What follows belongs to an exercise in optimizing a design on an open flow for small area; a production flow would make more cautious choices.
The RTL was checked by simulation tests, not by an equivalence proof against the original design.
No activity file was given, so power comes from the tool's default toggle rates.

<file path="flow/design.v">
module pcal64_rte (
    input  wire        clk,
    input  wire        rst,             
    input  wire        addr_sel,        
    input  wire        cmd_valid,
    input  wire [63:0] cmd_word,
    output wire        resp_accepted,
    output wire [1:0]  resp_reason,
    output wire        bus_req_valid,
    output wire        bus_req_rw,
    output wire [6:0]  bus_req_addr,
    output wire [7:0]  bus_req_reg,
    output wire [1:0]  bus_req_len,
    output wire [15:0] bus_req_wdata,
    input  wire        bus_done,
    input  wire        bus_ok,
    input  wire [15:0] bus_rdata,
    input  wire        irq_edge,
    output wire        done_valid,
    output wire [7:0]  done_tag,
    output wire        done_status,
    output wire [15:0] done_value,
    output wire        irq_valid,
    output wire [7:0]  irq_tag,
    output wire        irq_status,
    output wire [15:0] irq_changed,
    output wire [15:0] irq_values
);
    localparam [3:0] S_IDLE    = 4'b0000;
    localparam [3:0] S_DONE_C  = 4'b0010;   
    localparam [3:0] S_DONE_S  = 4'b0011;   
    localparam [3:0] S_WC_BW   = 4'b0100;   
    localparam [3:0] S_WC_SI   = 4'b0101;   
    localparam [3:0] S_RI_SV   = 4'b0110;   
    localparam [3:0] S_RS_SV   = 4'b0111;   
    localparam [3:0] S_RO      = 4'b1000;   
    localparam [3:0] S_RI_BR   = 4'b1001;   
    localparam [3:0] S_RO_COND = 4'b1010;   
    localparam [3:0] S_RM      = 4'b1011;   
    localparam [3:0] S_RC_BW   = 4'b1100;   
    localparam [3:0] S_RC_SI   = 4'b1101;   
    localparam [3:0] S_RC_COND = 4'b1110;   
    localparam [3:0] S_WLAST   = 4'b1111;   
    reg [3:0]  st;
    reg [15:0] ra, rb, rc;
    reg        cbv;
    reg [7:0]  tag;
    reg        ihv;
    reg [7:0]  iht;
    reg        pend;
    reg        asel;
    reg        okq;       
    wire [3:0]  op  = cmd_word[63:60];
    wire [15:0] ca  = cmd_word[15:0];
    wire [15:0] cb  = cmd_word[31:16];
    wire [15:0] cc  = cmd_word[47:32];
    wire op_mode = (op == 4'd1);
    wire op_wr   = (op == 4'd2);
    wire op_tgl  = (op == 4'd3);
    wire op_bw   = (op == 4'd4);
    wire op_btgl = (op == 4'd5);
    wire op_si   = (op == 4'd6);
    wire op_br   = (op == 4'd7);
    wire op_set  = (op == 4'd8);
    wire op_clr  = (op == 4'd9);
    wire single  = op_mode | op_wr | op_tgl;
    wire invalid = (op == 4'd0) || (op > 4'd9) || (cmd_word[59:57] != 3'b000);
    wire badpin  = single && (ca[15:4] != 12'd0);
    wire legal   = !invalid && !badpin;
    wire outst  = st[3] | st[2];
    wire s_done = !outst && st[1];
    wire comp   = bus_done && outst;
    wire ok     = bus_ok;
    wire idle_n   = !outst && !(st[1] && pend);
    wire svc      = (s_done && pend) || (idle_n && irq_edge);
    wire cmd_idle = idle_n && !irq_edge;
    wire acc      = cmd_valid && legal && cmd_idle;
    wire acc_seq  = acc && !op[3];
    wire [15:0] X     = bus_rdata;
    wire [15:0] wdata = (X & ~ra) ^ rb;
    wire diff = (|(X & rb)) ^ rc[0] ^ st[2];
    reg [3:0] st_n;
    reg       issue_c;    
    always @(*) begin
        issue_c = 1'b0;
        st_n    = st;
        if (comp) begin
            if (!ok) begin
                st_n = (st[3:1] == 3'b011) ? S_DONE_S : S_DONE_C;
            end else begin
                case (st)
                    S_RO:      begin issue_c = 1'b1; st_n = S_WLAST; end
                    S_RM:      begin issue_c = 1'b1; st_n = S_WLAST; end
                    S_RO_COND,
                    S_RC_COND: begin issue_c = diff; st_n = diff ? S_WLAST : S_DONE_C; end
                    S_RC_BW:   begin issue_c = 1'b1; st_n = S_WC_BW; end
                    S_RC_SI:   begin issue_c = 1'b1; st_n = S_WC_SI; end
                    S_WC_BW:   begin issue_c = 1'b1; st_n = S_RO; end
                    S_WC_SI:   begin issue_c = 1'b1; st_n = S_RM; end
                    S_RI_SV:   begin issue_c = 1'b1; st_n = S_RS_SV; end
                    S_RS_SV:   st_n = S_DONE_S;
                    default:   st_n = S_DONE_C;    
                endcase
            end
        end else if (svc) begin
            st_n = S_RI_SV;
        end else if (s_done) begin
            st_n = S_IDLE;
        end
        if (acc_seq) begin
            case (op[2:0])
                3'd1:    st_n = S_RC_COND;
                3'd2:    st_n = S_RO_COND;
                3'd4:    st_n = S_RC_BW;
                3'd6:    st_n = S_RC_SI;
                3'd7:    st_n = S_RI_BR;
                default: st_n = S_RO;        
            endcase
        end
    end
    wire r1_c = st[3] | ~st[1];
    wire r2_c = st[3] ? st[2] : st[1];
    wire r3_c = st[3] ? (st[1] & st[0]) : (st[1] | st[0]);
    wire r1_a = ~svc & ~op_br;
    wire r2_a = ~svc & (op_mode | op_bw | op_si);
    wire r1   = outst ? r1_c : r1_a;
    wire r2   = outst ? r2_c : r2_a;
    wire r3   = outst & r3_c;
    assign bus_req_valid = !rst && (issue_c || svc || acc_seq);
    assign bus_req_rw    = st[3];
    assign bus_req_reg   = {1'b0, r3, 2'b00, r3, r2, r1, 1'b0};
    assign bus_req_addr  = {6'b010000, asel};
    assign bus_req_len   = 2'd2;
    assign bus_req_wdata = wdata;
    assign resp_accepted = legal && cmd_idle;
    assign resp_reason   = invalid ? 2'd3 : badpin ? 2'd2 : cmd_idle ? 2'd0 : 2'd1;
    wire [3:0] lo = 4'd1 << ca[1:0];
    wire [3:0] hi = 4'd1 << ca[3:2];
    wire       ld = !outst;
    wire [3:0] hi_b = hi & {4{ld & single}};
    wire       a_a  = ld & (op_bw | op_si);
    wire       a_bw = ld & op_bw;
    wire       a_bt = ld & (op_btgl | op_si);
    wire       x_a  = outst & ok;
    wire       c_c  = ld & op_bw;
    wire       b_c  = ld & ~op_bw;
    wire       t_b  = outst;
    wire       keep = ok & ((st == S_RI_BR) | (st == S_RS_SV));
    wire [15:0] d_a, d_b, d_c;
    genvar i;
    generate
        for (i = 0; i < 16; i = i + 1) begin : g_bit
            assign d_a[i] = (ca[i] & a_a) | (X[i] & x_a);
            assign d_b[i] = (lo[i % 4] & hi_b[i / 4]) | (ca[i] & ((~cb[i] & a_bw) | a_bt)) |
                            (rc[i] & ra[i] & t_b);
            assign d_c[i] = (cc[i] & c_c) | (cb[i] & b_c) | (X[i] & keep);
        end
    endgenerate
    wire en_a = acc || (comp && (st == S_RI_SV || (st == S_RS_SV && !ok)));
    wire en_b = acc || (comp && st[3:1] == 3'b110);
    wire en_c = acc || comp;
    always @(posedge clk) begin
        if (en_a) ra <= d_a;
        if (en_b) rb <= d_b;
        if (en_c) rc <= d_c;
        if (acc) begin
            cbv <= cmd_word[56];
            tag <= cmd_word[55:48];
        end
        if (acc && op_set) iht <= cmd_word[55:48];
        okq <= ok;
    end
    always @(posedge clk) begin
        if (rst) begin
            st   <= S_IDLE;
            ihv  <= 1'b0;
            pend <= 1'b0;
            asel <= addr_sel;
        end else begin
            st   <= st_n;
            if (acc && op_set) ihv <= 1'b1;
            if (acc && op_clr) ihv <= 1'b0;
            pend <= irq_edge ? !idle_n : (pend && !s_done);
        end
    end
    assign done_valid  = !rst && s_done && !st[0] && cbv;
    assign done_tag    = tag;
    assign done_status = !okq;
    assign done_value  = rc;
    assign irq_valid   = !rst && s_done && st[0] && ihv;
    assign irq_tag     = iht;
    assign irq_status  = !okq;
    assign irq_changed = rc;
    assign irq_values  = ra;
endmodule
</file>
<file path="flow/flow/run.sh">
#!/bin/bash
# The standard layout (standard.sh) with these changes:
#  - synthesis: synth_recipe.tcl unchanged, but ABC maps with flow/abc_area.script
#  - port buffers made from the smallest buffer cell (buf_1)
#  - clock tree of clkbuf_8 without dummy loads
#  - power recovery (downsizing gates off the critical paths) after global routing
set -euo pipefail
here=$(pwd)
export FLOW_SYNTH_TCL=$here/synth_recipe.tcl
export OWN_ABC_SCRIPT=$here/flow/abc_area.script
bash standard.sh "SYNTH_SCRIPT=$here/flow/synth.tcl" \
  "BUFFER_PORTS_ARGS=-buffer_cell sky130_fd_sc_hd__buf_1" \
  "CTS_ARGS=-sink_clustering_enable -repair_clock_nets -dont_use_dummy_load -buf_list sky130_fd_sc_hd__clkbuf_8 -sink_clustering_size 30 -sink_clustering_max_diameter 150" \
  "RECOVER_POWER=100" \
  finish > standard.log 2>&1
</file>
<file path="flow/flow/abc_area.script">
strash
&get -n
&st
&deepsyn -T 20
&dch -f
&nf -a
&put
</file>
<file path="flow/flow/synth.tcl">
# The standard flow's synthesis script (synth_recipe.tcl, sourced unchanged), with the ABC
# mapping step run on an area-oriented ABC script instead of ORFS's speed script.
proc abc {args} {
  set i [lsearch -exact $args -script]
  if {$i >= 0} { lset args [expr {$i + 1}] $::env(OWN_ABC_SCRIPT) }
  yosys abc {*}$args
}
source $::env(FLOW_SYNTH_TCL)
</file>
<file path="flow/standard.sh">
#!/bin/bash
# synth_recipe.tcl (not shown) runs the flow's synth.tcl, then flattens the netlist and writes it again
# the make line also repeats each setting of config.mk as NAME=value (left out here)
make -C /OpenROAD-flow-scripts/flow DESIGN_CONFIG=/design/flow/config.mk WORK_HOME=/design/flow/orfs CLKGATE_MAP_FILE= SYNTH_SCRIPT=/design/flow/synth_recipe.tcl "${@:-finish}"
</file>
<file path="flow/config.mk">
export PLATFORM = sky130hd
export DESIGN_NAME = pcal64_rte
export DESIGN_NICKNAME = pcal64_rte
export VERILOG_FILES = /design/flow/design.v
export SDC_FILE = /design/flow/constraint.sdc
export NUM_CORES = 4
export LEC_CHECK = 0
export CAP_MARGIN = 20
export CORE_MARGIN = 2
export CORE_UTILIZATION = 40
export PLACE_DENSITY = 0.6
export SLEW_MARGIN = 20
</file>
<file path="flow/constraint.sdc">
create_clock -name core_clock -period 10.0 [get_ports {clk}]
set_input_delay 2.0000 -clock core_clock [delete_from_list [all_inputs] [get_ports {clk}]]
set_output_delay 2.0000 -clock core_clock [all_outputs]
set_load 0.01 [all_outputs]
</file>
==> impl_results.md, run 1 <==
- Slew @ Worst Pin: 2810 ps
- Number of synthesized register bits: 73
- Pleak: 1.65 nW
- Die Ht: 104 um
- Worst setup EP type: primary output
- Netlist cell types: 39
- Post-CTS Hold Buffers: 0
- Critical path peak fanout: 4
- Initial core utilization: 0.410
- Switching power: 176 uW
- Post-synth EDFFs: 66
- Status: finished with violations
- Worst IR Drop VDD: 47.3 uV
- DRT iter0 DRCs: 386
- Clk_skew: 29.3 ps
- I/O Buffers: 180
- Residual DRC: 0
- Seq/Total Area, Yosys: 0.534
- Max_slew headroom: -0.890
- Top_reg_cell synth: edfxtp_1
- Total power: between 600 and 700 uW
- Max cap viols: 1
- Final worst path period share: 0.609
- Most numerous cell in the Yosys netlist: nand2_1
- WL final: approximately 13000 um
- Power Density: ~130 nW/um2
- Gr usage total: 0.234
- Largest cells by area after synthesis: edfxtp_1, nand2_1, buf_4
- HP Class: reg -> reg
- Top-area cell type share of the netlist area: 0.499
- Via count: 3711
- First-pass GRT wire length: 19700 um
- Die area: 10700 um2
- Unrepaired setup endpoints after global routing: no
- TritonRoute pass-1 iters: 5
- Setup CP Type: in -> out
- Final setup viols: 0
- Final core occ: 0.492
- Hold Slack: approximately 500 ps
- Gpl congestion: between 0.8 and 0.9
- TritonCTS clock tree: built
- Share of layout cells above drive strength 1: 0.0233
- Vias in the first global route: between 3k and 4k
- Post-Syn Area: roughly 4000 um2
- Clk pwr share: 0.278
- Layout area overhead: 20.0%
- Critical Path RT: 8000 ps
- Vias/cell: 5.38
- Combinational fraction of design power: 0.168
- Routed wire per std cell: 18.3 um
- CTS H-Tree Depth: 3
- Ys Warns: 1
- Commonest cells post-synth: nand2_1, edfxtp_1, buf_4, nand3_1, a22o_1
- Post-DRT Antenna Nets: 0
- Layout Nets: 646
- Final Hold Fails: 0
- Die W: 104 um
- Min Clock Period, post-route: 6090 ps
- Bufs on Longest Clock Path: 2
- Worst-path clk slew: 60 ps
- Synthesized area per cell: between 10 and 15 um2
- HPWL after DPL: 9210 um
- FFs w/ async S/R, synth: 0
- CTS Sinks: 73
- Min-delay src: ihv$_SDFFE_PP0P_
- Skew-Pair Late Insertion Delay: 350 ps
- Largest net degree at the start of global routing: 22
- Core Area: 9680 um2
- Num CTS Buffers: 9
- Crit path DAT: 4090 ps
- Setup Buffers After CTS: 0
- Antenna violations before repair: 0
- IO Pins: 193
- Largest area contributor in the netlist: edfxtp_1
- CP startpoint kind: input pin
- Max Fclk: 0.164 GHz
- Sw frac: 0.277
- FP Rows: 36
- Slew Viols, Final: 17
- Failing Checks: max-capacitance violations, max-slew violations
- Flop pwr share: 0.554
- Root Driver: clkbuf_8
- Reg2reg start: st[2]$_SDFFE_PP0P_
- Post-Synthesis Cells: approximately 380
- Int Power: 461 uW
- Setup crit start: bus_rdata[11]
- Post-CTS resize count: 0
- Overflow after GRT: 0
- Setup_tns: 0 ps
- Ant diodes: 0
-- metrics by stage --
| step | worst slack [ps] | cell area, um2 | instances |
|---|---|---|---|
| 3_3_place_gp | 3980 | 4660 | 681 |
| 6_report | 3910 | 4760 | 690 |
| 3_5_place_dp | 3980 | 4660 | 681 |
| 2_1_floorplan | 4540 | 4010 | 394 |
| 5_1_grt | 3780 | 4760 | 690 |
| 4_1_cts | 3960 | 4790 | 690 |
-- power groups by stage --
stage	Combinational [mW]	Clock (mW)	Sequential (mW)
final	0.107	0.177	0.353
after global routing	0.118	0.192	0.354
after CTS	0.108	0.180	0.353
after detailed placement	0.108	0	0.359
after global placement	0.106	0	0.359
after floorplan	0.0634	0	0.360
-- state kept, by name, indices dropped and copies added (netlist names) --
signal  cells
ra         16
rb         16
rc         16
iht         8
tag         8
st          4
asel        1
cbv         1
ihv         1
okq         1
pend        1
-- kinds of logic after synthesis --
| family | after synthesis | synth area share |
|---|---|---|
| buffers and inverters | 41 | 0.0709 |
| AOI/OAI and AO/OA | 79 | 0.153 |
| and+or+nand+nor | 172 | 0.202 |
| xor gates and xnor gates | 17 | 0.0375 |
| other | 2 | 0.00189 |
| DFF | 73 | 0.534 |
-- final timing paths --
kind	endpoint	slack (ps)	cells after the start
worst max-delay path	bus_req_valid	3910	11
worst max register to register	ra[10]$_DFFE_PP_	5900	5
worst min register to register	ihv$_SDFFE_PP0P_	490	2
worst min-delay path	ihv$_SDFFE_PP0P_	490	2
-- cell type report --
| type | instances | area, um2 |
|---|---|---|
| Tap cell | 133 | 166 |
| Fill cell | 963 | 4920 |
| Sequential cell | 73 | 2120 |
| Timing Repair Buffer | 188 | 721 |
| Clock buffer | 9 | 124 |
| Inverter | 7 | 26.3 |
| Multi-Input combinational cell | 280 | 1610 |
-- cells in the final DEF (no fill, tap or decap), drive strengths merged, types with 2 or more instances in the layout --
| cell type | count |
|---|---|
| buf | 180 |
| nand2 | 75 |
| edfxtp | 66 |
| nand3 | 32 |
| a22o | 20 |
| nor2 | 19 |
| nand2b | 19 |
| a22oi | 17 |
| clkbuf | 17 |
| xnor2 | 16 |
| a32oi | 12 |
| conb | 12 |
| a21oi | 8 |
| clkinv | 7 |
| dfxtp | 7 |
| nor4 | 5 |
| nor3 | 5 |
| a221oi | 5 |
| o21ai | 4 |
| nor2b | 4 |
| and3 | 4 |
| a31oi | 3 |
| or4 | 2 |
| or2 | 2 |
-- worst max-delay path: stages --
cell	delay [ps]
buf_1	110
a22o_1	250
a221oi_1	330
and4_1	310
nand2b_1	130
a31oi_1	100
xor2_1	160
a21oi_1	310
nor2_1	90
a21oi_1	130
buf_1	160
-- layer usage --
| metal | GRT usage | vias to the layer above | share of wire |
|---|---|---|---|
| met3 | 0.0497 | 25 | 0.090 |
| met5 | 0 | - | 0 |
| met2 | 0.377 | 201 | 0.47 |
| met1 | 0.311 | 1743 | 0.42 |
| met4 | 0.0869 | 0 | 0.023 |
| li1 | - | 1742 | - |
==> inputs of run 2 (changes only) <==
--- a/flow/flow/run.sh
+++ b/flow/flow/run.sh
@@ -5,3 +5,2 @@
 #  - clock tree of clkbuf_8 without dummy loads
-#  - power recovery (downsizing gates off the critical paths) after global routing
 set -euo pipefail
@@ -13,3 +12,2 @@
   "CTS_ARGS=-sink_clustering_enable -repair_clock_nets -dont_use_dummy_load -buf_list sky130_fd_sc_hd__clkbuf_8 -sink_clustering_size 30 -sink_clustering_max_diameter 150" \
-  "RECOVER_POWER=100" \
   finish > standard.log 2>&1
==> run 2 against run 1 <==
  * Final cell count unchanged
  * Sequential cell count did not move
  * The run now finishes clean
  * Highest routed layer unchanged
  * Critical path depth did not move
  * Critical path type unchanged
==> impl_results.md, run 2 <==
- Status: complete, no violations
- Core Area: 9680 um2 (unchanged)
- Final setup viols: 0 (unchanged)
- GR Layer Usage met3: 0.0497 (unchanged)
- Post-Syn Area: 3970 um2 (unchanged)
- Number of synthesized register bits: 73 (unchanged)
- Final Hold Fails: 0 (unchanged)
- WL final: 12600 um (about the same)
- TritonCTS clock tree: built
- Initial core utilization: 0.410 (unchanged)
- Die W: 104 um (unchanged)
- Max_slew headroom: 0.315 (+1.20)
- Root Driver: clkbuf_8
- Die area: 10700 um2 (unchanged)
- Post-route insts no fill: 690 (unchanged)
- Most numerous cell in the Yosys netlist: nand2_1
- Worst IR Drop VDD: 47.4 uV (about the same)
- DRT iter0 DRCs: 405 (+4.9%)
- Routed wire per std cell: 18.3 um (about the same)
- Die Ht: 104 um (unchanged)
- Largest registers: ra (16), rb (16), rc (16)
- Gpl congestion: 0.870 (unchanged)
- Top_reg_cell synth: edfxtp_1
- Max Fclk: 0.165 GHz (+0.48%)
- Vias/cell: 5.40 (+0.40%)
- Power Density: 133 nW/um2 (-0.23%)
- Final core occ: 0.494 (+0.00245)
- Unrepaired setup endpoints after global routing: no
- HPWL after DPL: 9210 um (unchanged)
- CTS Sinks: 73 (unchanged)
- I/O Buffers: 180 (unchanged)
- Critical path peak fanout: 4 (unchanged)
- Bufs on Longest Clock Path: 2 (unchanged)
- Netlist cell types: 39 (unchanged)
- Via count: 3726 (+0.40%)
- Most common cell after layout, fill and taps aside: buf_1
- Ys Warns: 1 (unchanged)
- Post-Synthesis Cells: 384 (unchanged)
- Share of layout cells above drive strength 1: 0.0341 (+0.0108)
- Met2 Use GR: 0.377 (unchanged)
- Layout Nets: 646 (unchanged)
- CP startpoint kind: input pin
- HP Class: reg -> reg
- Post-CTS resize count: 0 (unchanged)
- Flop-to-flop setup slack: 7300 ps (+1400 ps)
- Largest area contributor in the netlist: edfxtp_1
- FP Rows: 36 (unchanged)
- Overflow after GRT: 0 (unchanged)
- Placed cells: 681 (unchanged)
- Top-area cell type share of the netlist area: 0.499 (unchanged)
- Max cap viols: 0 (-1)
- Residual DRC: 0 (unchanged)
- DP Area: 4660 um2 (unchanged)
- Post-synth EDFFs: 66 (unchanged)
- Num CTS Buffers: 9 (unchanged)
- First-pass GRT wire length: 19700 um (unchanged)
- Ant diodes: 0 (unchanged)
- Filler cells: 954 (-0.93%)
- Post-DRT Antenna Nets: 0 (unchanged)
- GRT Max-Usage Layer: met2
- Seq/Total Area, Yosys: 0.534 (unchanged)
- Worst-path clk slew: 70 ps (about the same)
- Post-CTS Hold Buffers: 0 (unchanged)
- Commonest cells post-synth: nand2_1, edfxtp_1, buf_4, nand3_1, a22o_1
- Synthesized area per cell: 10.3 um2 (unchanged)
- Layout area overhead: 20.6%
- Register area: 2120 um2 (unchanged)
- Largest net degree at the start of global routing: 22 (unchanged)
- Worst setup EP type: primary output
- Antenna violations before repair: 0 (unchanged)
- Clk_skew: 29.8 ps (+0.448 ps)
- Gr usage total: 0.234 (unchanged)
- CTS H-Tree Depth: 3 (unchanged)
- Global Route met1 Usage: 0.311 (unchanged)
- Skew-Pair Late Insertion Delay: 350 ps (about the same)
- Pleak: 1.67 nW (+1.1%)
- Final worst path period share: 0.606 (-0.00290)
- Most frequent cells in the layout: buf_1, nand2_1, edfxtp_1, nand3_1, a22o_1
- Setup_tns: 0 ps (unchanged)
- Hold Slack: 488 ps (-0.214 ps)
- Vias in the first global route: 3671 (unchanged)
- Critical Path RT: 8000 ps (about the same)
- TritonRoute pass-1 iters: 5 (unchanged)
- Min Clock Period, post-route: 6060 ps (-29.0 ps)
- Largest cells by area after synthesis: edfxtp_1, nand2_1, buf_4
- Setup Buffers After CTS: 0 (unchanged)
- Multi-input logic area: 1610 um2 (+0.55%)
- Slew Viols, Final: 0 (-17)
- IO Pins: 193 (unchanged)
- Crit path DAT: 4060 ps (-30 ps)
- FFs w/ async S/R, synth: 0 (unchanged)
- Fin area: 4790 um2 (+0.50%)
- Slew @ Worst Pin: 1030 ps (-1780 ps)
- Setup CP Type: in -> out
==> run 2: worst max-delay path, cell delays in order <==
cell      delay (ps)
buf_1            110
a22o_1           250
a221oi_1         330
and4_1           300
nand2b_1         120
a31oi_1          100
xor2_1           160
a21oi_1          300
nor2_1            90
a21oi_1          130
buf_1            160
==> run 2: cell families after synthesis <==
family | after synthesis | share of synthesized area
buffers and inverters | 41 | 0.0709
flip-flops | 73 | 0.534
XOR/XNOR | 17 | 0.0375
AND/OR/NAND/NOR | 172 | 0.202
other | 2 | 0.00189
AO/OA/AOI/OAI | 79 | 0.153
==> run 2: worst paths after layout <==
| kind | startpoint | to | depth (start not counted) |
|---|---|---|---|
| max | bus_rdata[11] | bus_req_valid | 11 |
| min | ihv$_SDFFE_PP0P_ | ihv$_SDFFE_PP0P_ | 2 |
| max reg2reg | st[3]$_SDFFE_PP0P_ | iht[4]$_DFFE_PP_ | 7 |
| min reg2reg | ihv$_SDFFE_PP0P_ | ihv$_SDFFE_PP0P_ | 2 |
==> run 2: metal layers <==
layer / vias to the layer above / part of all wire
li1: 1741 / -
met1: 1753 / 0.42
met2: 208 / 0.47
met3: 24 / 0.089
met4: 0 / 0.021
met5: - / 0
==> run 2: final cells by class <==
type,instances,area share
Inverter,7,0.00549
Sequential cell,73,0.443
Clock buffer,9,0.0259
Tap cell,133,0.0348
Multi-Input combinational cell,280,0.337
Timing Repair Buffer,188,0.154
==> run 2: report_power, final <==
| group | leakage, nW | internal [mW] | switching [mW] | total (mW) |
|---|---|---|---|---|
| Combinational | 0.928 | 0.0368 | 0.0714 | 0.108 |
| Sequential | 0.674 | 0.345 | 0.00799 | 0.353 |
| Clock | 0.0647 | 0.0804 | 0.0976 | 0.178 |
| Total | 1.67 | 0.462 | 0.177 | 0.639 |
==> run 2: metrics by stage <==
step	total power [mW]	setup WS (ps)
finish	0.639	3940
global route	0.666	3780
CTS	0.641	3960
detailed placement	0.467	3980
global placement	0.465	3980
floorplan	0.423	4540
==> inputs of run 3 (changes only) <==
--- a/flow/design.v
+++ b/flow/design.v
@@ -143,7 +143,7 @@
     wire       a_bt = ld & (op_btgl | op_si);
-    wire       x_a  = outst & ok;
     wire       c_c  = ld & op_bw;
     wire       b_c  = ld & ~op_bw;
-    wire       t_b  = outst;
-    wire       keep = ok & ((st == S_RI_BR) | (st == S_RS_SV));
+    wire       x_a  = comp & ok & (st == S_RI_SV);              
+    wire       t_b  = comp & (st[3:1] == 3'b110);               
+    wire       keep = comp & ok & ((st == S_RI_BR) | (st == S_RS_SV));
     wire [15:0] d_a, d_b, d_c;
@@ -158,14 +158,13 @@
     endgenerate
-    wire en_a = acc || (comp && (st == S_RI_SV || (st == S_RS_SV && !ok)));
-    wire en_b = acc || (comp && st[3:1] == 3'b110);
-    wire en_c = acc || comp;
+    wire h_a = !acc && !(comp && (st == S_RI_SV || (st == S_RS_SV && !ok)));
+    wire h_b = !acc && !t_b;
+    wire h_c = !acc && !comp;
+    wire set_ih = acc && op_set;
     always @(posedge clk) begin
-        if (en_a) ra <= d_a;
-        if (en_b) rb <= d_b;
-        if (en_c) rc <= d_c;
-        if (acc) begin
-            cbv <= cmd_word[56];
-            tag <= cmd_word[55:48];
-        end
-        if (acc && op_set) iht <= cmd_word[55:48];
+        ra  <= d_a | (ra & {16{h_a}});
+        rb  <= d_b | (rb & {16{h_b}});
+        rc  <= d_c | (rc & {16{h_c}});
+        cbv <= (cmd_word[56] & ld) | (cbv & !acc);
+        tag <= (cmd_word[55:48] & {8{ld}}) | (tag & {8{!acc}});
+        iht <= (cmd_word[55:48] & {8{set_ih | !ihv}}) | (iht & {8{!set_ih}});
         okq <= ok;
==> run 3 against run 2 <==
  * First-iteration DRC count grew 18%
  * Largest power group unchanged
  * Utilization grew 0.075 points
  * Critical endpoint unchanged
  * Total power grew 41%
  * Final cell count grew 4.6%
  * Sequential share of layout area shrank 12 points
  * Maximum frequency grew 0.87%
  * Final area shrank 5.8%
  * Sequential power grew 19%
  * Global-route usage grew 1.4 points
  * Routed wire length grew 3.0%
==> impl_results.md, run 3 <==
- Layout Nets: 700 (+8.4%)
- Gpl congestion: 0.896 (+3.0%)
- Unrepaired setup endpoints after global routing: no
- WL final: 13000 um (+3.0%)
- Final setup viols: 0 (unchanged)
- Vias in the first global route: 3746 (+2.0%)
- Critical path peak fanout: 4 (unchanged)
- Min Clock Period, post-route: 6010 ps (-52.0 ps)
- Die Ht: 100 um (-3.3%)
- Max_slew headroom: 0.455 (+0.141)
- Ys Warns: 1 (unchanged)
- Most common cell after layout, fill and taps aside: buf_1
- Post-synth EDFFs: 1 (-98%)
- Layout area overhead: 21.7%
- Synthesized area per cell: 8.50 um2 (-18%)
- Overflow after GRT: 0 (unchanged)
- Die W: 100 um (-3.3%)
- Root Driver: clkbuf_8
- Commonest cells post-synth: nand2_1, dfxtp_1, nand3_1, buf_4, a222oi_1
- Ant diodes: 0 (unchanged)
- Gr usage total: 0.248 (+0.0141)
- Crit-path cells: buf_1 -> a22oi_1 -> nand4_1 -> o31a_1 -> o31a_1 -> or3_1 -> a41oi_1 -> buf_1
- Setup_tns: 0 ps (unchanged)
- Skew-Pair Late Insertion Delay: 330 ps (-20 ps)
- Netlist cell types: 41 (+5.1%)
- Vias/cell: 5.72 (+6.0%)
- Largest cells by area after synthesis: dfxtp_1, a222oi_1, nand2_1
- Max Fclk: 0.166 GHz (+0.87%)
- Max cap viols: 0 (unchanged)
- Final Hold Fails: 0 (unchanged)
- Slew Viols, Final: 0 (unchanged)
- Post-CTS Hold Buffers: 0 (unchanged)
- Post-Synthesis Cells: 436 (+14%)
- Core Area: 9110 um2 (-5.9%)
- Hold Slack: 476 ps (-12.4 ps)
- Most numerous cell in the Yosys netlist: nand2_1
- First-pass GRT wire length: 19400 um (-1.1%)
- CP startpoint kind: input pin
- Num CTS Buffers: 9 (unchanged)
- Initial core utilization: 0.407 (-0.00335)
- TritonRoute pass-1 iters: 12 (+7)
- Largest net degree at the start of global routing: 21 (-4.5%)
- Worst IR Drop VDD: 89.1 uV (+88%)
- Power Density: 199 nW/um2 (+49%)
- Slew @ Worst Pin: 817 ps (-211 ps)
- Top-area cell type share of the netlist area: 0.389 (-0.110)
- Setup CP Type: in -> out
- Die area: 10000 um2 (-6.5%)
- Post-CTS resize count: 0 (unchanged)
- FP Rows: 35 (-2.8%)
- Top_reg_cell synth: dfxtp_1
- TritonCTS clock tree: built
- Post-Syn Area: 3700 um2 (-6.7%)
- Bufs on Longest Clock Path: 2 (unchanged)
- Slowest cell on the critical path: or3_1
- Routed wire per std cell: 18.0 um (-1.6%)
- Worst-path clk slew: 80 ps (about the same)
- Seq/Total Area, Yosys: 0.397 (-0.137)
- Filler cells: 943 (-1.2%)
- HPWL after DPL: 9240 um (+0.28%)
- Post-DRT Antenna Nets: 0 (unchanged)
- Residual DRC: 0 (unchanged)
- Final worst path period share: 0.601 (-0.00520)
- DRT iter0 DRCs: 478 (+18%)
- Largest area contributor in the netlist: dfxtp_1
- CTS H-Tree Depth: 3 (unchanged)
- Worst setup EP type: primary output
- Pleak: 1.66 nW (-0.52%)
- CTS Sinks: 73 (unchanged)
- HP Class: reg -> reg
- Share of layout cells above drive strength 1: 0.0344 (+0.000259)
- Crit path DAT: 4010 ps (-50 ps)
- Antenna violations before repair: 0 (unchanged)
- Setup Buffers After CTS: 0 (unchanged)
- I/O Buffers: 180 (unchanged)
- Most frequent cells in the layout: buf_1, nand2_1, dfxtp_1, nand3_1, a222oi_1
- Critical Path RT: 8000 ps (about the same)
- Via count: 4132 (+11%)
- Worst path max stage delay: 430 ps (+100 ps)
- IO Pins: 193 (unchanged)
- FFs w/ async S/R, synth: 0 (unchanged)
- Largest registers: ra (16), rb (16), rc (16)
- Clk_skew: 13.4 ps (-16.4 ps)
- Flop-to-flop setup slack: 7240 ps (-60 ps)
- Status: complete, no violations
- Number of synthesized register bits: 73 (unchanged)
run 3: cell families after synthesis:
| family | Yosys count | synth area share |
|---|---|---|
| AND/OR/NAND/NOR | 194 | 0.250 |
| multiplexers | 1 | 0.00270 |
| flip-flops | 73 | 0.397 |
| buffers and inverters | 55 | 0.0902 |
| other | 2 | 0.00203 |
| AO/OA/AOI/OAI | 95 | 0.220 |
| XOR/XNOR | 16 | 0.0378 |
run 3: path summary, 6_finish.rpt:
| check | startpoint | endpoint | depth (start not counted) |
|---|---|---|---|
| worst max-delay path | bus_rdata[13] | bus_req_valid | 8 |
| worst min-delay path | tag[5]$_DFF_P_ | tag[5]$_DFF_P_ | 1 |
| worst max register to register | st[3]$_SDFFE_PP0P_ | ra[0]$_DFF_P_ | 7 |
| worst min register to register | tag[5]$_DFF_P_ | tag[5]$_DFF_P_ | 1 |
run 3: routing by layer:
| metal | part of all wire | vias to the layer above | global-route usage | wire [um] |
|---|---|---|---|---|
| met1 | 0.42 | 1935 | 0.328 | 5480 |
| met4 | 0.0068 | 0 | 0.0569 | 88 |
| met3 | 0.091 | 11 | 0.0536 | 1180 |
| met2 | 0.48 | 231 | 0.416 | 6270 |
| li1 | - | 1955 | - | - |
| met5 | 0 | - | 0 | 0 |
run 3: worst max-delay path: cells and delay by family:
kind	cells	cell delay (ps)
simple gates	2	620
buf+inv	2	300
compound gates	4	1100
run 3: area by class of cell:
type,instances,area (um2),area share
Clock buffer,9,124,0.0275
Sequential cell,73,1470,0.326
Tap cell,111,139,0.0308
Inverter,21,78.8,0.0175
Multi-Input combinational cell,318,1950,0.432
Timing Repair Buffer,190,751,0.166
run 3: stage by stage:
step | util | total power, mW | setup WS (ps) | instances | cell area, um2
after floorplan | - | 0.616 | 4210 | 446 | 3740
final | 0.495 | 0.898 | 3990 | 722 | 4510
after global routing | 0.495 | 0.949 | 3750 | 722 | 4510
after CTS | 0.495 | 0.901 | 3970 | 722 | 4510
after detailed placement | 0.482 | 0.724 | 3970 | 713 | 4390
after global placement | 0.482 | 0.720 | 3990 | 713 | 4390
run 3: power by group:
group	internal, mW	switching (mW)
sequential	0.353	0.0656
clock	0.0805	0.0975
combinational	0.126	0.175
total	0.560	0.338
==> inputs of run 4 (changes only) <==
--- a/flow/flow/run.sh
+++ b/flow/flow/run.sh
@@ -5,2 +5,3 @@
 #  - clock tree of clkbuf_8 without dummy loads
+#  - constant outputs share the tie cells synthesis made (no per-port tie cells)
 set -euo pipefail
@@ -12,2 +13,3 @@
   "CTS_ARGS=-sink_clustering_enable -repair_clock_nets -dont_use_dummy_load -buf_list sky130_fd_sc_hd__clkbuf_8 -sink_clustering_size 30 -sink_clustering_max_diameter 150" \
+  "SKIP_REPAIR_TIE_FANOUT=1" \
   finish > standard.log 2>&1
==> run 4 against run 3 <==
  * Still clean
  * Synthesized area is the same
  * Count of clock-buffer cells in the layout is the same
  * Die area is the same
  * Final area shrank 0.83%
  * Total power shrank 0.10%
  * Non-clock buffer count is the same
  * Sequential cell count is the same
  * Final cell count shrank 1.4%
  * Global-route usage shrank 0.55 points
  * Register-to-register slack gained 60 ps
  * Via count shrank 1.9%
==> impl_results.md, run 4 <==
- Slew Viols, Final: 0 (unchanged)
- Top-area cell type share of the netlist area: 0.389 (unchanged)
- DRT iter0 DRCs: 490 (+2.5%)
- Post-Syn Area: 3700 um2 (unchanged)
- Synthesized area per cell: 8.50 um2 (unchanged)
- First-pass GRT wire length: 19000 um (-2.3%)
- Hold Slack: 476 ps (+0.341 ps)
- Commonest cells post-synth: nand2_1, dfxtp_1, nand3_1, buf_4, a222oi_1
- I/O Buffers: 180 (unchanged)
- Reg2reg start: st[3]$_SDFFE_PP0P_
- Min Clock Period, post-route: 6070 ps (+55.4 ps)
- Post-CTS resize count: 0 (unchanged)
- Crit-path cells: buf_1 -> a22oi_1 -> nand4_1 -> o31a_1 -> o31a_1 -> or3_1 -> a41oi_1 -> buf_1
- Root Driver: clkbuf_8
- Core Area: 9110 um2 (unchanged)
- Post-DRT Antenna Nets: 0 (unchanged)
- Ys Warns: 1 (unchanged)
- Most numerous cell in the Yosys netlist: nand2_1
- CP bufs+invs: 2 (unchanged)
- DP Area: 4350 um2 (-0.86%)
- Power Density: 201 nW/um2 (+0.73%)
- Fin area: 4470 um2 (-0.83%)
- Share of layout cells above drive strength 1: 0.0349 (+0.000572)
- FP Rows: 35 (unchanged)
- Final setup viols: 0 (unchanged)
- Ant diodes: 0 (unchanged)
- CTS H-Tree Depth: 3 (unchanged)
- Flop-to-flop setup slack: 7300 ps (+60 ps)
- Worst setup EP type: primary output
- Cell family with most CP delay: compound AO/OA/AOI/OAI gates
- Setup crit start: bus_rdata[13]
- Most common cell after layout, fill and taps aside: buf_1
- Post-CTS Hold Buffers: 0 (unchanged)
- Most frequent cells in the layout: buf_1, nand2_1, dfxtp_1, nand3_1, a222oi_1
- Skew-Pair Late Insertion Delay: 350 ps (+20 ps)
- Max cap viols: 0 (unchanged)
- Critical Path RT: 8000 ps (about the same)
- Clk_skew: 25.3 ps (+11.9 ps)
- TritonRoute pass-1 iters: 9 (-3)
- Top_reg_cell synth: dfxtp_1
- Critical path peak fanout: 4 (unchanged)
- Filler cells: 981 (+4.0%)
- Status: complete, no violations
- Layout area overhead: 20.7%
- Worst slack, placed: 3970 ps (-9.16 ps)
- HP Class: reg -> reg
- Routed wire per std cell: 18.1 um (+0.40%)
- Num CTS Buffers: 9 (unchanged)
- HPWL after DPL: 9190 um (-0.45%)
- Worst setup margin: 3930 ps (-55.4 ps)
- Die Ht: 100 um (unchanged)
- Netlist cell types: 41 (unchanged)
- Via count: 4052 (-1.9%)
- Worst path max stage delay: 440 ps (about the same)
- Total power: 897 uW (-0.10%)
- Placed cells: 703 (-1.4%)
- Pleak: 1.63 nW (-2.0%)
- Overflow after GRT: 0 (unchanged)
- Max Fclk: 0.165 GHz (-0.91%)
- FFs w/ async S/R, synth: 0 (unchanged)
- Vias in the first global route: 3603 (-3.8%)
- Setup_tns: 0 ps (unchanged)
- Setup CP Type: in -> out
- Worst setup path end: bus_req_valid
- Largest registers: ra (16), rb (16), rc (16)
- Unrepaired setup endpoints after global routing: no
- Largest cells by area after synthesis: dfxtp_1, a222oi_1, nand2_1
- CTS Sinks: 73 (unchanged)
- Number of synthesized register bits: 73 (unchanged)
- Gpl congestion: 0.823 (-8.2%)
- IO Pins: 193 (unchanged)
- Gr usage total: 0.243 (-0.00549)
- Die area: 10000 um2 (unchanged)
- Largest area contributor in the netlist: dfxtp_1
- Final core occ: 0.491 (-0.00412)
- Largest net degree at the start of global routing: 20 (-4.8%)
- Initial core utilization: 0.407 (unchanged)
- Seq/Total Area, Yosys: 0.397 (unchanged)
- Setup Buffers After CTS: 0 (unchanged)
- Post-route insts no fill: 712 (-1.4%)
- Final worst path period share: 0.607 (+0.00554)
- Slew @ Worst Pin: 785 ps (-32.2 ps)
- Residual DRC: 0 (unchanged)
- Layout Nets: 690 (-1.4%)
- Die W: 100 um (unchanged)
- Slowest cell on the critical path: or3_1
- CP startpoint kind: input pin
- Post-synth EDFFs: 1 (unchanged)
- Worst path depth: 8 (unchanged)
- Bufs on Longest Clock Path: 2 (unchanged)
- Antenna violations before repair: 0 (unchanged)
- TritonCTS clock tree: built
- Max_slew headroom: 0.477 (+0.0215)
- Crit path DAT: 4070 ps (+60 ps)
- Reg2Reg Depth: 7 (unchanged)
- Reg-to-Reg End: ra[5]$_DFF_P_
- Post-Synthesis Cells: 436 (unchanged)
- Vias/cell: 5.69 (-0.56%)
- Final Hold Fails: 0 (unchanged)
- Worst IR Drop VDD: 92.8 uV (+4.2%)
- Worst-path clk slew: 60 ps (-20 ps)
- WL final: 12900 um (-0.99%)
-- run 4: cell count changes in the layout (fill, tap and decap cells not counted), sizes merged --
cell,delta
conb,-10
-- run 4: per-layer routing --
layer  global-route usage  share of wire  vias up
met5                    0              0        -
li1                     -              -     1950
met2                0.389           0.47      227
met4               0.0632          0.011        0
met1                0.327           0.42     1864
met3               0.0606          0.099       11
-- run 4: worst register-to-register path: cells and delay by family, from the launching register on --
family | cells | cell delay [ps]
buffers and inverters | 2 | 330
DFF | 1 | 410
AOI/OAI and AO/OA | 2 | 1060
and+or+nand+nor | 3 | 790
-- run 4: layout make-up --
cell class / instances / area [um2] / share of cell area
multi-input cells: 308 / 1910 / 0.427
well taps: 111 / 139 / 0.0310
clock buffers: 9 / 124 / 0.0277
inverters: 21 / 78.8 / 0.0176
flip-flops and latches: 73 / 1470 / 0.329
repair buffers: 190 / 751 / 0.168
-- run 4: worst min path at each step --
| stage | from | endpoint | cells past startpoint |
|---|---|---|---|
| floorplan | cbv$_DFF_P_ | cbv$_DFF_P_ | 1 |
| global placement | cbv$_DFF_P_ | cbv$_DFF_P_ | 1 |
| detailed placement | tag[3]$_DFF_P_ | tag[3]$_DFF_P_ | 1 |
| CTS | tag[6]$_DFF_P_ | tag[6]$_DFF_P_ | 1 |
| global route | tag[6]$_DFF_P_ | tag[6]$_DFF_P_ | 1 |
| finish | rc[7]$_DFF_P_ | rc[7]$_DFF_P_ | 2 |
-- run 4: power breakdown --
part | switching, mW | internal [mW]
combinational | 0.176 | 0.126
clock | 0.0977 | 0.0804
sequential | 0.0639 | 0.353
-- run 4: cells by family (layout without fill, tap and decap cells) --
kind of cell,count (synthesis),count (layout),synth area share
flops,73,73,0.397
simple gates,194,194,0.250
xor+xnor,16,16,0.0378
compound gates,95,95,0.220
mux,1,1,0.00270
other cells,2,2,0.00203
buf+inv,55,220,0.0902
==> inputs of run 5 (changes only) <==
--- a/flow/flow/run.sh
+++ b/flow/flow/run.sh
@@ -4,3 +4,3 @@
 #  - port buffers made from the smallest buffer cell (buf_1)
-#  - clock tree of clkbuf_8 without dummy loads
+#  - clock tree of clkbuf_4 without dummy loads
 #  - constant outputs share the tie cells synthesis made (no per-port tie cells)
@@ -12,3 +12,3 @@
   "BUFFER_PORTS_ARGS=-buffer_cell sky130_fd_sc_hd__buf_1" \
-  "CTS_ARGS=-sink_clustering_enable -repair_clock_nets -dont_use_dummy_load -buf_list sky130_fd_sc_hd__clkbuf_8 -sink_clustering_size 30 -sink_clustering_max_diameter 150" \
+  "CTS_ARGS=-sink_clustering_enable -repair_clock_nets -dont_use_dummy_load -buf_list sky130_fd_sc_hd__clkbuf_4 -sink_clustering_size 30 -sink_clustering_max_diameter 150" \
   "SKIP_REPAIR_TIE_FANOUT=1" \
--- a/flow/config.mk
+++ b/flow/config.mk
@@ -9,4 +9,4 @@
 export CORE_MARGIN = 2
-export CORE_UTILIZATION = 40
-export PLACE_DENSITY = 0.6
+export CORE_UTILIZATION = 65
+export PLACE_DENSITY = 0.92
 export SLEW_MARGIN = 20
==> run 5 against run 4 <==
  * Combinational power hardly changed
  * Clock skew is 6.7 ps higher
  * Setup slack worse by 17 ps
  * Clock power is 28% lower
  * Largest power group unchanged
==> impl_results.md, run 5 <==
- Share of layout cells above drive strength 1: 0.0334 (-0.00150)
- Final setup viols: 0 (unchanged)
- Post-CTS resize count: 0 (unchanged)
- GRT Max-Usage Layer: met2
- Largest registers: ra (16), rb (16), rc (16)
- TritonCTS clock tree: built
- Pleak: 1.59 nW (-2.3%)
- Max cap viols: 0 (unchanged)
- Hold Slack: 481 ps (+4.71 ps)
- Critical Path RT: 8000 ps (about the same)
- Core Area: 5510 um2 (-40%)
- I/O Buffers: 180 (unchanged)
- Top_reg_cell synth: dfxtp_1
- Max_slew headroom: 0.417 (-0.0594)
- FP Rows: 27 (-23%)
- Skew-Pair Late Insertion Delay: 410 ps (+60 ps)
- Via count: 4325 (+6.7%)
- Int Power: 520 uW (-7.0%)
- Post-DRT Antenna Nets: 0 (unchanged)
- Setup CP Type: in -> out
- Crit path DAT: 4080 ps (about the same)
- Slew Viols, Final: 0 (unchanged)
- CP startpoint kind: input pin
- Hold Path Sink: rc[15]$_DFF_P_
- Combinational fraction of design power: 0.358 (+0.021)
- CTS H-Tree Depth: 3 (unchanged)
- Worst setup EP type: primary output
- Post-Syn Area: 3700 um2 (unchanged)
- Max Fclk: 0.164 GHz (-0.28%)
- Die W: 79.5 um (-21%)
- Ant diodes: 0 (unchanged)
- Flop-to-flop setup slack: 7270 ps (-30 ps)
- Clk pwr share: 0.152 (-0.047)
- HPWL after DPL: 8840 um (-3.9%)
- Met2 Use GR: 0.634 (+0.244)
- Sw frac: 0.390 (+0.0136)
- Reg2reg start: st[3]$_SDFFE_PP0P_
- Final worst path period share: 0.608 (+0.00171)
- Ys Warns: 1 (unchanged)
- Vias in the first global route: 3989 (+11%)
- Setup_tns: 0 ps (unchanged)
- Power Density: 196 nW/um2 (-2.4%)
- Post-synth EDFFs: 1 (unchanged)
- GR Layer Usage met3: 0.0690 (+0.00842)
- Flop pwr share: 0.491 (+0.026)
- Final Hold Fails: 0 (unchanged)
- Reg2Reg Depth: 7 (unchanged)
- Post-Synthesis Cells: 436 (unchanged)
- Setup Buffers After CTS: 0 (unchanged)
- Largest area contributor in the netlist: dfxtp_1
- Unrepaired setup endpoints after global routing: no
- Die area: 6320 um2 (-37%)
- FFs w/ async S/R, synth: 0 (unchanged)
- Bufs on Longest Clock Path: 2 (unchanged)
- Root Driver: clkbuf_4
- Worst-path clk slew: 90 ps (+30 ps)
- Residual DRC: 0 (unchanged)
- Hold path depth: 2 (unchanged)
- Post-CTS Hold Buffers: 0 (unchanged)
- Top-area cell type share of the netlist area: 0.389 (unchanged)
- Commonest cells post-synth: nand2_1, dfxtp_1, nand3_1, buf_4, a222oi_1
- Min Clock Period, post-route: 6080 ps (+17.1 ps)
- DRT iter0 DRCs: 687 (+40%)
- Die Ht: 79.5 um (-21%)
- Reg-to-Reg End: ra[11]$_DFF_P_
- Critical path peak fanout: 20 (+16)
- Vias/cell: 6.46 (+13%)
- Initial core utilization: 0.673 (+0.266)
- Slowest cell on the critical path: a221oi_1
- Synthesized area per cell: 8.50 um2 (unchanged)
- Netlist cell types: 41 (unchanged)
- HP Class: reg -> reg
- Routed wire per std cell: 18.5 um (+2.4%)
- Cell family with most CP delay: compound AO/OA/AOI/OAI gates
- Most frequent cells in the layout: buf_1, nand2_1, dfxtp_1, nand3_1, a222oi_1
- Worst IR Drop VDD: 133 uV (+44%)
- Crit-path cells: buf_1 -> nor2_1 -> buf_4 -> a221oi_1 -> and4_1 -> a21oi_1 -> a41oi_1 -> buf_1
- Worst path max stage delay: 490 ps (+50 ps)
- Most numerous cell in the Yosys netlist: nand2_1
- IO Pins: 193 (unchanged)
- Slew @ Worst Pin: 874 ps (+89.1 ps)
- Most common cell after layout, fill and taps aside: buf_1
- Antenna violations before repair: 0 (unchanged)
- Min-delay src: rc[15]$_DFF_P_
- Overflow after GRT: 0 (unchanged)
- Largest cells by area after synthesis: dfxtp_1, a222oi_1, nand2_1
- Layout Nets: 687 (-0.43%)
- WL final: 12400 um (-3.7%)
- TritonRoute pass-1 iters: 8 (-1)
- Clk_skew: 31.9 ps (+6.66 ps)
- Layout area overhead: 17.6%
- Most used cell, CP: buf_1
- Num CTS Buffers: 9 (unchanged)
- Gr usage total: 0.385 (+0.143)
- Switching power: 332 uW (-1.5%)
- Seq/Total Area, Yosys: 0.397 (unchanged)
- Gpl congestion: 0.904 (+9.8%)
- CP bufs+invs: 3 (+1)
- Status: complete, no violations
- First-pass GRT wire length: 19000 um (about the same)
- CTS Sinks: 73 (unchanged)
- Number of synthesized register bits: 73 (unchanged)
- Largest net degree at the start of global routing: 21 (+5.0%)
- Global Route met1 Usage: 0.486 (+0.159)
[run 5: final cells by class]
type,count,area [um2]
Clock buffer,9,67.6
Fill cell,418,1150
Inverter,21,78.8
Multi-Input combinational cell,308,1920
Sequential cell,73,1470
Tap cell,72,90.1
Timing Repair Buffer,187,728
[run 5: metrics by stage]
step	util	worst slack [ps]	std cells	instance area (um2)	power [mW]
2_1_floorplan	-	4210	436	3700	0.616
3_3_place_gp	0.777	4020	661	4280	0.709
3_5_place_dp	0.777	3930	661	4280	0.720
4_1_cts	0.789	3930	670	4350	0.845
5_1_grt	0.791	3760	670	4360	0.903
6_report	0.791	3920	670	4360	0.853
[run 5: logic make-up after synthesis]
kind of cell,count (synthesis),synth area share
AO/OA/AOI/OAI,95,0.220
XOR/XNOR,16,0.0378
buffers and inverters,55,0.0902
other,2,0.00203
AND/OR/NAND/NOR,194,0.250
flip-flops,73,0.397
multiplexers,1,0.00270
[run 5: worst max-delay path by stage]
| stage | from | to | slack (ps) | depth (start not counted) |
|---|---|---|---|---|
| final | cmd_word[60] | bus_req_valid | 3920 | 8 |
| after global routing | cmd_word[60] | bus_req_valid | 3760 | 8 |
| after CTS | bus_done | bus_req_valid | 3930 | 6 |
| after detailed placement | bus_done | bus_req_valid | 3930 | 6 |
| after global placement | bus_done | bus_req_valid | 4020 | 6 |
| after floorplan | bus_ok | bus_req_valid | 4210 | 5 |
[run 5: routing by layer]
layer  vias up  wire length, um
met2       350             6040
met3        47             1370
li1       1947                -
met4         0              391
met5         -                0
met1      1981             4610
[run 5: power groups by stage]
stage	Clock, mW	Combinational (mW)	Sequential [mW]
after floorplan	0	0.192	0.424
after global placement	0	0.292	0.418
after detailed placement	0	0.299	0.421
after CTS	0.130	0.301	0.415
after global routing	0.142	0.336	0.425
final	0.129	0.305	0.418
[run 5: worst reg2reg max path, cell delays in order (launching register included)]
cell,delay (ps)
dfxtp_1,550
or2_0,420
nand3_1,170
nor2_1,240
buf_4,310
o21a_1,660
a222oi_1,250
clkinv_1,100
==> inputs of run 6 (changes only) <==
--- a/flow/config.mk
+++ b/flow/config.mk
@@ -9,4 +9,4 @@
 export CORE_MARGIN = 2
-export CORE_UTILIZATION = 65
-export PLACE_DENSITY = 0.92
+export CORE_UTILIZATION = 55
+export PLACE_DENSITY = 0.85
 export SLEW_MARGIN = 20
==> run 6 against run 5 <==
  * Still clean
  * Maximum frequency increased by 1.3%
  * Global-route usage decreased by 6.6 points
  * Non-clock buffer count unchanged
  * Die area increased by 17%
  * Sequential share of layout area unchanged
  * Synthesized area unchanged
  * Clock skew decreased by 9.5 ps
  * Final cell count increased by 0.75%
  * First-iteration DRC count decreased by 13%
  * Synthesized cell count unchanged
  * Register-to-register slack got worse by 480 ps
==> impl_results.md, run 6 <==
- Via count: 4277 (-1.1%)
- Netlist cell types: 41 (unchanged)
- Layout Nets: 687 (unchanged)
- Die W: 86.1 um (+8.3%)
- Post-CTS Hold Buffers: 0 (unchanged)
- Max_slew headroom: 0.330 (-0.0872)
- WL final: 12200 um (-1.4%)
- Compound-gate portion of the synthesized area: 0.220 (unchanged)
- Vias/cell: 6.34 (-1.8%)
- Commonest cells post-synth: nand2_1, dfxtp_1, nand3_1, buf_4, a222oi_1
- Min Clock Period, post-route: 6010 ps (-76.1 ps)
- Critical path peak fanout: 4 (-80%)
- Post-DRT Antenna Nets: 0 (unchanged)
- Largest family of logic cells by synthesized area: simple AND/OR/NAND/NOR gates
- Gr usage total: 0.319 (-0.0660)
- Most common cell after layout, fill and taps aside: buf_1
- First-pass GRT wire length: 18700 um (-1.7%)
- Most numerous cell in the Yosys netlist: nand2_1
- Largest registers: ra (16), rb (16), rc (16)
- CTS H-Tree Depth: 3 (unchanged)
- Slew @ Worst Pin: 1000 ps (+127 ps)
- Num CTS Buffers: 9 (unchanged)
- Post-Synth Simple-Gate Area: 0.250 (unchanged)
- Pleak: 1.59 nW (about the same)
- Die Ht: 86.1 um (+8.3%)
- Final setup viols: 0 (unchanged)
- Post-synthesis mux area share: 0.00270 (unchanged)
- Seq/Total Area, Yosys: 0.397 (unchanged)
- Post-synth EDFFs: 1 (unchanged)
- Largest net degree at the start of global routing: 21 (unchanged)
- Overflow after GRT: 0 (unchanged)
- IO Pins: 193 (unchanged)
- Gpl congestion: 0.893 (-1.2%)
- Vias in the first global route: 3781 (-5.2%)
- Hold Slack: 479 ps (-1.23 ps)
- Crit path DAT: 4010 ps (-70 ps)
- Max Fclk: 0.166 GHz (+1.3%)
- Largest area contributor in the netlist: dfxtp_1
- Power Density: 195 nW/um2 (-0.49%)
- HPWL after DPL: 8830 um (-0.15%)
- Number of synthesized register bits: 73 (unchanged)
- Residual DRC: 0 (unchanged)
- DRT iter0 DRCs: 595 (-13%)
- Most frequent cells in the layout: buf_1, nand2_1, dfxtp_1, nand3_1, a222oi_1
- TritonCTS clock tree: built
- Post-Synthesis Cells: 436 (unchanged)
- Max cap viols: 0 (unchanged)
- Clk_skew: 22.4 ps (-9.49 ps)
- Synthesized area per cell: 8.50 um2 (unchanged)
- CP startpoint kind: input pin
- Core Area: 6420 um2 (+17%)
- Worst IR Drop VDD: 107 uV (-20%)
- Final Hold Fails: 0 (unchanged)
- Skew-Pair Late Insertion Delay: 400 ps (about the same)
- Post-Syn Area: 3700 um2 (unchanged)
- Setup CP Type: in -> out
- TritonRoute pass-1 iters: 7 (-1)
- Top-area cell type share of the netlist area: 0.389 (unchanged)
- Final worst path period share: 0.601 (-0.00761)
- Root Driver: clkbuf_4
- Bufs on Longest Clock Path: 2 (unchanged)
- Post-CTS resize count: 0 (unchanged)
- Initial core utilization: 0.577 (-0.0959)
- Ant diodes: 0 (unchanged)
- Adder-cell area share of the yosys netlist: 0 (unchanged)
- FFs w/ async S/R, synth: 0 (unchanged)
- Setup_tns: 0 ps (unchanged)
- Worst-path clk slew: 100 ps (about the same)
- CTS Sinks: 73 (unchanged)
- Worst setup EP type: primary output
- Layout area overhead: 17.6% (unchanged)
- Top_reg_cell synth: dfxtp_1
- I/O Buffers: 180 (unchanged)
- Status: complete, no violations
- Die area: 7410 um2 (+17%)
- Filler cells: 567 (+36%)
- Ys Warns: 1 (unchanged)
- Share of layout cells above drive strength 1: 0.0334 (unchanged)
- Critical Path RT: 8000 ps (about the same)
- Unrepaired setup endpoints after global routing: no
- FP Rows: 29 (+7.4%)
- Antenna violations before repair: 0 (unchanged)
- Slew Viols, Final: 0 (unchanged)
- Setup Buffers After CTS: 0 (unchanged)
- XOR/XNOR share of the synthesized area: 0.0378 (unchanged)
- HP Class: reg -> reg
- Routed wire per std cell: 18.1 um (-2.1%)
- Largest cells by area after synthesis: dfxtp_1, a222oi_1, nand2_1
[run 6: cell counts after synthesis]
Identical to the previous run, type by type.
[run 6: path summary, 6_finish.rpt]
path,startpoint,depth (start not counted),endpoint,slack (ps)
setup / recovery,bus_rdata[7],8,bus_req_valid,3990
setup reg to reg,st[3]$_SDFFE_PP0P_,6,ra[15]$_DFF_P_,6790
hold / removal,rc[7]$_DFF_P_,2,rc[7]$_DFF_P_,480
hold reg to reg,rc[7]$_DFF_P_,2,rc[7]$_DFF_P_,480
[run 6: per-stage QoR]
step                       util  cells  power (mW)  area (um2)  worst slack [ps]
after floorplan               -    436       0.616        3700              4210
after global placement    0.667    666       0.711        4280              4020
after detailed placement  0.668    666       0.719        4290              4000
after CTS                 0.678    675       0.845        4360              4000
after global routing      0.678    675       0.899        4360              3800
final                     0.678    675       0.848        4360              3990
[run 6: per-layer routing]
| metal | vias to the layer above | global-route usage | routed length [um] |
|---|---|---|---|
| met2 | 325 | 0.529 | 5770 |
| li1 | 1941 | - | - |
| met1 | 1984 | 0.423 | 4670 |
| met3 | 27 | 0.0423 | 1510 |
| met5 | - | 0 | 0 |
| met4 | 0 | 0.126 | 281 |
[run 6: cell families (layout without fill, tap and decap cells)]
logic type,count (synthesis),in the layout
AND/OR/NAND/NOR,194,194
AO/OA/AOI/OAI,95,95
flip-flops,73,73
buffers and inverters,55,217
XOR/XNOR,16,16
other,2,2
multiplexers,1,1
[run 6: critical path, cell delays in order]
cell and delay (ps):
buf_1 120, a22oi_1 250, nand4_1 180, o31a_1 350, o31a_1 270, or3_1 430, a41oi_1 230, buf_1 180
[run 6: area by class of cell]
cell class | instances | area [um2] | area share
well taps | 77 | 96.3 | 0.0221
repair buffers | 187 | 728 | 0.167
multi-input cells | 308 | 1910 | 0.439
inverters | 21 | 78.8 | 0.0181
flip-flops and latches | 73 | 1470 | 0.338
clock buffers | 9 | 67.6 | 0.0155
[run 6: power by group]
group          switching [mW]  internal (mW)  total, mW
clock network          0.0886         0.0419      0.131
logic                   0.176          0.125      0.302
registers              0.0638          0.353      0.416
==> inputs of run 7 (changes only) <==
--- a/flow/config.mk
+++ b/flow/config.mk
@@ -7,3 +7,3 @@
 export LEC_CHECK = 0
-export CAP_MARGIN = 20
+export CAP_MARGIN = 0
 export CORE_MARGIN = 2
@@ -11,2 +11,2 @@
 export PLACE_DENSITY = 0.85
-export SLEW_MARGIN = 20
+export SLEW_MARGIN = 0
==> run 7 against run 6 <==
  * Combinational power about the same
  * Count of clock-buffer cells in the layout is the same
  * Clock skew grew 7.2 ps
  * Total power is 0.37% higher
  * Sequential share of layout area about the same
  * Register-to-register slack about the same
  * Hold slack better by 5.1 ps
  * First-iteration DRC count down 1.3%
  * Critical path depth stayed put
  * Synthesized area is the same
==> impl_results.md, run 7 <==
- Status: complete, no violations
- Slew Viols, Final: 0 (unchanged)
- Most numerous cell in the Yosys netlist: nand2_1
- Die area: 7410 um2 (unchanged)
- Vias/cell: 6.31 (-0.35%)
- TritonCTS clock tree: built
- Gr usage total: 0.320 (about the same)
- Setup Buffers After CTS: 0 (unchanged)
- HPWL after DPL: 8810 um (-0.18%)
- Int Power: 520 uW (about the same)
- Antenna violations before repair: 0 (unchanged)
- I/O Buffers: 180 (unchanged)
- Post-Syn Area: 3700 um2 (unchanged)
- FFs w/ async S/R, synth: 0 (unchanged)
- Post-Synthesis Cells: 436 (unchanged)
- Largest net degree at the start of global routing: 21 (unchanged)
- DP Area: 4280 um2 (-0.12%)
- Flop pwr share: 0.491 (about the same)
- Vias in the first global route: 3766 (-0.40%)
- Total power: 852 uW (+0.37%)
- Worst slack, placed: 4000 ps (-2.84 ps)
- Largest family of logic cells by synthesized area: simple AND/OR/NAND/NOR gates
- Bufs on Longest Clock Path: 2 (unchanged)
- Crit path DAT: 4020 ps (about the same)
- Synthesized area per cell: 8.50 um2 (unchanged)
- IO Pins: 193 (unchanged)
- Max_slew headroom: 0.0508 (-0.279)
- Compound-gate portion of the synthesized area: 0.220 (unchanged)
- Final setup viols: 0 (unchanged)
- CTS Sinks: 73 (unchanged)
- First-pass GRT wire length: 18700 um (unchanged)
- Netlist cell types: 41 (unchanged)
- Final core occ: 0.678 (-0.000780)
- Post-synth EDFFs: 1 (unchanged)
- Filler cells: 575 (+1.4%)
- XOR/XNOR share of the synthesized area: 0.0378 (unchanged)
- Worst-path clk slew: 110 ps (about the same)
- Setup_tns: 0 ps (unchanged)
- Largest registers: ra (16), rb (16), rc (16)
- Die Ht: 86.1 um (unchanged)
- Worst IR Drop VDD: 119 uV (+12%)
- Max cap viols: 0 (unchanged)
- TritonRoute pass-1 iters: 9 (+2)
- Initial core utilization: 0.577 (unchanged)
- Gpl congestion: 0.893 (unchanged)
- Final Hold Fails: 0 (unchanged)
- Most common cell after layout, fill and taps aside: buf_1
- Layout Nets: 687 (unchanged)
- Commonest cells post-synth: nand2_1, dfxtp_1, nand3_1, buf_4, a222oi_1
- DRT iter0 DRCs: 587 (-1.3%)
- Worst setup EP type: primary output
- Largest cells by area after synthesis: dfxtp_1, a222oi_1, nand2_1
- Placed cells: 666 (unchanged)
- Post-Synth Simple-Gate Area: 0.250 (unchanged)
- Ys Warns: 1 (unchanged)
- Post-synthesis mux area share: 0.00270 (unchanged)
- Clk pwr share: 0.156 (+0.002)
- Number of synthesized register bits: 73 (unchanged)
- HP Class: reg -> reg
- Clk_skew: 29.7 ps (+7.21 ps)
- Critical Path RT: 8000 ps (about the same)
- Top_reg_cell synth: dfxtp_1
- Layout area overhead: 17.5%
- Min Clock Period, post-route: 6020 ps (+14.0 ps)
- Root Driver: clkbuf_4
- Share of layout cells above drive strength 1: 0.0301 (-0.00334)
- Via count: 4262 (-0.35%)
- Combinational fraction of design power: 0.353 (-0.002)
- Ant diodes: 0 (unchanged)
- Sw frac: 0.390 (+0.00236)
- Post-CTS Hold Buffers: 0 (unchanged)
- Routed wire per std cell: 18.2 um (+0.59%)
- Max Fclk: 0.166 GHz (-0.23%)
- Seq/Total Area, Yosys: 0.397 (unchanged)
- Critical path peak fanout: 4 (unchanged)
- Skew-Pair Late Insertion Delay: 420 ps (+20 ps)
- Post-DRT Antenna Nets: 0 (unchanged)
- Residual DRC: 0 (unchanged)
- Die W: 86.1 um (unchanged)
- CP startpoint kind: input pin
- Num CTS Buffers: 9 (unchanged)
- Largest area contributor in the netlist: dfxtp_1
- Most frequent cells in the layout: buf_1, nand2_1, dfxtp_1, nand3_1, a222oi_1
- Unrepaired setup endpoints after global routing: no
- Power Density: 196 nW/um2 (+0.48%)
- Post-CTS resize count: 0 (unchanged)
- Hold Slack: 485 ps (+5.15 ps)
- Adder-cell area share of the yosys netlist: 0 (unchanged)
- Worst setup margin: 3980 ps (-14.0 ps)
- Post-route insts no fill: 675 (unchanged)
- Top-area cell type share of the netlist area: 0.389 (unchanged)
- Core Area: 6420 um2 (unchanged)
- FP Rows: 29 (unchanged)
- Pleak: 1.59 nW (about the same)
- Slew @ Worst Pin: 1420 ps (+418 ps)
- WL final: 12300 um (+0.59%)
- Final worst path period share: 0.602 (+0.00140)
- Switching power: 332 uW (+0.98%)
- Overflow after GRT: 0 (unchanged)
- Fin area: 4350 um2 (-0.11%)
- Setup CP Type: in -> out
- CTS H-Tree Depth: 3 (unchanged)
-- run 7: changes by cell type in the layout (fill, tap and decap cells not counted) --
cell,change
nor2_2,-2
nor2_1,+2
-- run 7: final timing paths --
check / startpoint / to / slack, ps / cells after the start
worst max-delay path: bus_rdata[7] / bus_req_valid / 3980 / 8
worst min-delay path: rc[7]$_DFF_P_ / rc[7]$_DFF_P_ / 480 / 2
worst max register to register: st[3]$_SDFFE_PP0P_ / ra[0]$_DFF_P_ / 6800 / 6
worst min register to register: rc[7]$_DFF_P_ / rc[7]$_DFF_P_ / 480 / 2
-- run 7: cell type report --
| type | count | area, um2 | area share |
|---|---|---|---|
| tap | 77 | 96.3 | 0.0221 |
| inverter | 21 | 78.8 | 0.0181 |
| clock buffer | 9 | 67.6 | 0.0155 |
| timing repair buffer | 187 | 728 | 0.167 |
| sequential | 73 | 1470 | 0.338 |
| multi-input combinational | 308 | 1910 | 0.439 |
-- run 7: logic make-up (layout without fill, tap and decap cells) --
logic type | after synthesis | after routing
flops | 73 | 73
simple gates | 194 | 194
other cells | 2 | 2
mux | 1 | 1
compound gates | 95 | 95
xor+xnor | 16 | 16
buf+inv | 55 | 217
-- run 7: power by group through the flow --
stage | logic [mW] | clock network (mW) | registers (mW)
after floorplan | 0.192 | 0 | 0.424
after global placement | 0.293 | 0 | 0.418
after detailed placement | 0.298 | 0 | 0.421
after CTS | 0.299 | 0.134 | 0.415
after global routing | 0.328 | 0.146 | 0.426
final | 0.300 | 0.133 | 0.418
-- run 7: metal layers --
metal / up-vias / track usage / share of wire
met5: - / 0 / 0
met4: 0 / 0.0938 / 0.018
met3: 23 / 0.0674 / 0.12
met2: 335 / 0.531 / 0.48
met1: 1965 / 0.418 / 0.39
li1: 1939 / - / -
-- run 7: worst max-delay path, stage by stage --
cell and delay (ps):
buf_1 120, a22oi_1 260, nand4_1 180, o31a_1 350
o31a_1 270, or3_1 440, a41oi_1 230, buf_1 180

-- separate check: timing with driven ports --
In the flow no input, the clock included, has a driving cell. The finished layouts below were timed again as built, in two steps.
Step 1 sets driving cells, clkbuf_16 on the clock port and buf_2 on the other inputs (assumed; they add their load-dependent delay and slew).
Step 2 times the ports against the registers' clock, not the clock port: input delays grow and output delays shrink by t, the midpoint of the rising clock arrivals with the driver on.
Three values: no drivers, after step 1, after step 2; two values: the first two.
run	shift t [ns]	setup WS [ns]	hold slack, ns	worst data-port slew with drivers (ns)	cell pins on the clock port's net
run 1	0.370	3.909 / 3.889 / 3.889	0.488 / 0.488 / 0.488	0.06	1
run 2	0.371	3.938 / 3.918 / 3.918	0.488 / 0.488 / 0.488	0.06	1
run 3	0.364	3.990 / 3.968 / 3.968	0.476 / 0.476 / 0.476	0.05	1
run 4	0.371	3.934 / 3.913 / 3.913	0.476 / 0.476 / 0.476	0.05	1
run 5	0.421	3.917 / 3.895 / 3.895	0.481 / 0.481 / 0.481	0.05	1
run 6	0.417	3.993 / 3.972 / 3.972	0.479 / 0.479 / 0.479	0.05	1
run 7	0.430	3.980 / 3.957 / 3.957	0.485 / 0.485 / 0.485	0.05	1
The setup slack of run 7, which loses most, moves by -0.023 ns with the drivers and by -0.023 ns with both steps.
